What follows belongs to an exercise in optimizing a design on an open flow for small area; a production flow would make more cautious choices.
The RTL was checked by simulation tests, not by an equivalence proof against the original design.
The flow treats the clock pin as an ideal source, which a real chip does not have.

## run A
Design hapcan_node, start of the top module:
module hapcan_node (
    input  wire        clk,
    input  wire        rst,
    input  wire        in_valid,
    input  wire        in_quiet,
    input  wire [7:0]  in_byte,
    output wire        in_ready,
    output wire        out_valid,
    output wire [7:0]  out_byte,
    input  wire        out_ready,
    output wire        diag_valid,
    output wire [3:0]  diag_code,
    output wire [23:0] diag_info
);
For scale: about 1500 cells after synthesis, roughly 23000 um^2 of cells after synthesis.
export LEC_CHECK = 0
export CAP_MARGIN = 20
export CORE_MARGIN = 2
export CORE_UTILIZATION = 55
export PLACE_DENSITY = 0.7
export SLEW_MARGIN = 20
create_clock -name core_clock -period 15.0 [get_ports {clk}]
standard.sh (not shown) runs the stock make flow with config.mk's settings and CLKGATE_MAP_FILE= SYNTH_SCRIPT=/design/flow/synth_recipe.tcl, a recipe that flattens the netlist after the stock synthesis.
==> flow/flow/run.sh <==
#!/bin/bash
# Layout flow: the standard ORFS flow (standard.sh), with these changes
# in how the layout is made:
#  * synthesis: the standard synthesis script (synth_recipe.tcl, ORFS
#    synth.tcl) maps the logic with an area-oriented ABC script
#    (flow/abc_area.script) instead of ORFS's delay-oriented one, and lets
#    ABC map adders instead of the platform's adder cells. Registers are
#    mapped exactly as in the standard synthesis.
#  * ports are buffered with sky130_fd_sc_hd__buf_1;
#  * clock tree synthesis uses larger sink clusters and no dummy loads.
# Tool output: flow_synth.log and flow.log here, and ORFS's logs under orfs/logs.
set -euo pipefail
here=$(pwd)
rm -rf "$here/scripts_synth"
cp -r "$FLOW_HOME/scripts" "$here/scripts_synth"
cp "$here/flow/abc_area.script" "$here/scripts_synth/abc_speed.script"
SCRIPTS_DIR="$here/scripts_synth" ADDER_MAP_FILE= bash standard.sh synth > flow_synth.log 2>&1
export BUFFER_PORTS_ARGS="-buffer_cell sky130_fd_sc_hd__buf_1"
export CTS_ARGS="-sink_clustering_enable -repair_clock_nets -sink_clustering_size 34 -sink_clustering_max_diameter 70 -dont_use_dummy_load"
bash standard.sh > flow.log 2>&1
==> flow/flow/abc_area.script <==
strash
&get -n
&deepsyn -T 60
&put
&get -n
&dch -f
&nf
&put
diff inputs: run A => run B
--- a/flow/flow/run.sh
+++ b/flow/flow/run.sh
@@ -18,3 +18,3 @@
 export BUFFER_PORTS_ARGS="-buffer_cell sky130_fd_sc_hd__buf_1"
-export CTS_ARGS="-sink_clustering_enable -repair_clock_nets -sink_clustering_size 34 -sink_clustering_max_diameter 70 -dont_use_dummy_load"
+export CTS_ARGS="-sink_clustering_enable -repair_clock_nets -sink_clustering_size 30 -sink_clustering_max_diameter 60 -dont_use_dummy_load"
 bash standard.sh > flow.log 2>&1
- Higher register fraction of the total cell area goes to run A over run B.
- diag_valid as the end point of the critical path was reported by run A, and diag_info[3] by run B.
- Post-CTS setup buffer count came out exactly the same in run B and run A.
- Number of nets in the layout went up slightly going from run A to run B.
- On worst slack at placement, run B and run A are neck and neck.
- Diff run A..run B | wire length of the first global-routing pass | negligible
- On run B: post-route cell area is 150 um^2 higher than what run A gave.
- Clock-cell share of area: run B higher than run A

hapcan_node, a different RTL version from the one above (not shown whole).
For scale: ~1500 cells after synthesis, roughly 930 flip-flops.
clock: 15.0 ns
lec_check: 0
cap_margin: 20
core_margin: 2
core_utilization: 55
gpl_timing_driven: 0
place_density: 0.7
slew_margin: 20
==> flow/flow/run.sh <==
#!/bin/bash
# Layout flow: the standard ORFS flow (standard.sh), with these changes
# in how the layout is made:
#  * synthesis: the standard synthesis script (synth_recipe.tcl, ORFS
#    synth.tcl) maps the logic with an area-oriented ABC script
#    (flow/abc_area.script) instead of ORFS's delay-oriented one, and lets
#    ABC map adders instead of the platform's adder cells. Registers are
#    mapped exactly as in the standard synthesis.
#  * ports are buffered with sky130_fd_sc_hd__buf_1;
set -euo pipefail
here=$(pwd)
res="$here/orfs/results/$FLOW_PLATFORM/hapcan_node/base"

rm -rf "$here/scripts_synth"
cp -r "$FLOW_HOME/scripts" "$here/scripts_synth"
cp "$here/flow/abc_area.script" "$here/scripts_synth/abc_speed.script"
SCRIPTS_DIR="$here/scripts_synth" ADDER_MAP_FILE= bash standard.sh synth > flow_synth.log 2>&1

export BUFFER_PORTS_ARGS="-buffer_cell sky130_fd_sc_hd__buf_1"
big="-sink_clustering_enable -repair_clock_nets -dont_use_dummy_load -sink_clustering_size 32 -sink_clustering_max_diameter 100 -root_buf sky130_fd_sc_hd__clkbuf_8 -tree_buf sky130_fd_sc_hd__clkbuf_4"
small="-sink_clustering_enable -repair_clock_nets -dont_use_dummy_load -sink_clustering_size 30 -sink_clustering_max_diameter 60"

slew() {  # $1 odb, $2 sdc, $3 mode, $4 log
  SC_ODB="$1" SC_SDC="$2" SC_MODE="$3" openroad -no_init -exit "$here/flow/slewcheck.tcl" > "$4" 2>&1 || true
  sed -n 's/^SLEWCHECK //p' "$4" | tail -1
}

export CTS_ARGS="$big"
bash standard.sh cts > flow_cts.log 2>&1
s=$(slew "$res/4_cts.odb" "$res/4_cts.sdc" est flow_slew_cts.log)
echo "estimated clock pin slew after CTS: ${s:-none} ps" > flow_decisions.log
if [[ -z "$s" || "$s" -gt 118 ]]; then
  echo "redo CTS with smaller clusters" >> flow_decisions.log
  export CTS_ARGS="$small"
  bash standard.sh clean_cts cts > flow_cts2.log 2>&1
fi

bash standard.sh > flow.log 2>&1
s=$(slew "$res/6_final.odb" "$res/6_final.sdc" rcx flow_slew_final.log)
echo "extracted clock pin slew after routing: ${s:-none} ps" >> flow_decisions.log
if [[ "$CTS_ARGS" != "$small" && ( -z "$s" || "$s" -gt 122 ) ]]; then
  echo "redo CTS and the later steps with smaller clusters" >> flow_decisions.log
  export CTS_ARGS="$small"
  bash standard.sh clean_finish clean_route clean_cts > flow_clean.log 2>&1
  bash standard.sh > flow2.log 2>&1
fi
Scripts as last shown in full above: flow/flow/abc_area.script
Other scripts of this flow, unchanged in this note and not shown: flow/flow/slewcheck.tcl
Next try:
--- a/flow/flow/run.sh
+++ b/flow/flow/run.sh
@@ -40,3 +40,3 @@
 echo "extracted clock pin slew after routing: ${s:-none} ps" >> flow_decisions.log
-if [[ "$CTS_ARGS" != "$small" && ( -z "$s" || "$s" -gt 122 ) ]]; then
+if [[ "$CTS_ARGS" != "$small" && ( -z "$s" || "$s" -gt 124 ) ]]; then
   echo "redo CTS and the later steps with smaller clusters" >> flow_decisions.log
--- a/flow/config.mk
+++ b/flow/config.mk
@@ -10,3 +10,2 @@
 export CORE_UTILIZATION = 55
-export GPL_TIMING_DRIVEN = 0
 export PLACE_DENSITY = 0.7
The changed run ran to the end with no violations.
Setup slack gets worse by 0.044 ns.
Final area is lower slightly.
Count of clock-buffer cells in the layout fell by 8.
Via count grows slightly.
Fmax went down slightly.
Next try:
--- a/flow/flow/run.sh
+++ b/flow/flow/run.sh
@@ -19,4 +19,3 @@
 export BUFFER_PORTS_ARGS="-buffer_cell sky130_fd_sc_hd__buf_1"
-big="-sink_clustering_enable -repair_clock_nets -dont_use_dummy_load -sink_clustering_size 32 -sink_clustering_max_diameter 100 -root_buf sky130_fd_sc_hd__clkbuf_8 -tree_buf sky130_fd_sc_hd__clkbuf_4"
-small="-sink_clustering_enable -repair_clock_nets -dont_use_dummy_load -sink_clustering_size 30 -sink_clustering_max_diameter 60"
+bash standard.sh place > flow_place.log 2>&1
 
@@ -27,11 +26,20 @@
 
-export CTS_ARGS="$big"
-bash standard.sh cts > flow_cts.log 2>&1
-s=$(slew "$res/4_cts.odb" "$res/4_cts.sdc" est flow_slew_cts.log)
-echo "estimated clock pin slew after CTS: ${s:-none} ps" > flow_decisions.log
-if [[ -z "$s" || "$s" -gt 118 ]]; then
-  echo "redo CTS with smaller clusters" >> flow_decisions.log
-  export CTS_ARGS="$small"
-  bash standard.sh clean_cts cts > flow_cts2.log 2>&1
-fi
+base="-sink_clustering_enable -repair_clock_nets -dont_use_dummy_load"
+small="$base -sink_clustering_size 30 -sink_clustering_max_diameter 60"
+: > flow_decisions.log
+n=0
+for cfg in "36 100 -root_buf sky130_fd_sc_hd__clkbuf_8 -tree_buf sky130_fd_sc_hd__clkbuf_4" \
+           "32 100 -root_buf sky130_fd_sc_hd__clkbuf_8 -tree_buf sky130_fd_sc_hd__clkbuf_4" \
+           "34 70 -root_buf sky130_fd_sc_hd__clkbuf_8 -tree_buf sky130_fd_sc_hd__clkbuf_4" \
+           "30 60"; do
+  n=$((n + 1))
+  set -- $cfg
+  size=$1; diam=$2; shift 2
+  export CTS_ARGS="$base -sink_clustering_size $size -sink_clustering_max_diameter $diam $*"
+  [[ "$cfg" == "30 60" ]] && export CTS_ARGS="$small"
+  bash standard.sh clean_cts cts > flow_cts$n.log 2>&1
+  s=$(slew "$res/4_cts.odb" "$res/4_cts.sdc" est flow_slew_cts$n.log)
+  echo "CTS $cfg: estimated clock pin slew ${s:-none} ps" >> flow_decisions.log
+  if [[ -n "$s" && "$s" -le 117 ]]; then break; fi
+done
 
@@ -40,4 +48,4 @@
 echo "extracted clock pin slew after routing: ${s:-none} ps" >> flow_decisions.log
-if [[ "$CTS_ARGS" != "$small" && ( -z "$s" || "$s" -gt 124 ) ]]; then
-  echo "redo CTS and the later steps with smaller clusters" >> flow_decisions.log
+if [[ "$CTS_ARGS" != "$small" && ( -z "$s" || "$s" -gt 122 ) ]]; then
+  echo "redo CTS and the later steps with the smallest clusters" >> flow_decisions.log
   export CTS_ARGS="$small"
@@ -45,2 +53,4 @@
   bash standard.sh > flow2.log 2>&1
+  s=$(slew "$res/6_final.odb" "$res/6_final.sdc" rcx flow_slew_final2.log)
+  echo "extracted clock pin slew after routing: ${s:-none} ps" >> flow_decisions.log
 fi
After rerunning: Global-route usage climbs by 0.21 points. Sequential cell count is unchanged. Cell area stays flat. Area after synthesis is unchanged.

[re-timing with driven ports]
The flow's constraints put no driver on any port. The routed layouts listed below were extracted and timed again, unchanged, in two steps. Step 1 assumes that a clkbuf_16 drives the clock port and a buf_2 every other input. Step 2, shift: input delay + t, output delay - t, t = (earliest + latest rising clock arrival at the registers) / 2. This alone moves slack from input paths to output paths. a / b / c = ideal / step 1 / step 2; a / b = the first two.
run	shift t [ns]	setup WS [ns]	worst setup path after step 2	worst data-port slew with drivers (ns)	pins driven straight from the clock port
run A	0.601	8.039 / 7.994 / 8.017	input to output	0.03	1
run B	0.605	8.056 / 8.003 / 8.066	input to output	0.03	1
the first run of note 2	0.611	7.853 / 7.799 / 8.410	register to output	0.05	1
the second run of note 2	0.647	7.809 / 7.761 / 8.408	register to output	0.07	1
the third run of note 2	0.684	7.804 / 7.756 / 8.440	register to output	0.07	1
After both steps setup and hold are still met in every run listed. The setup slack of run A, which loses most, moves by -0.045 ns with the drivers and by -0.022 ns with both steps.
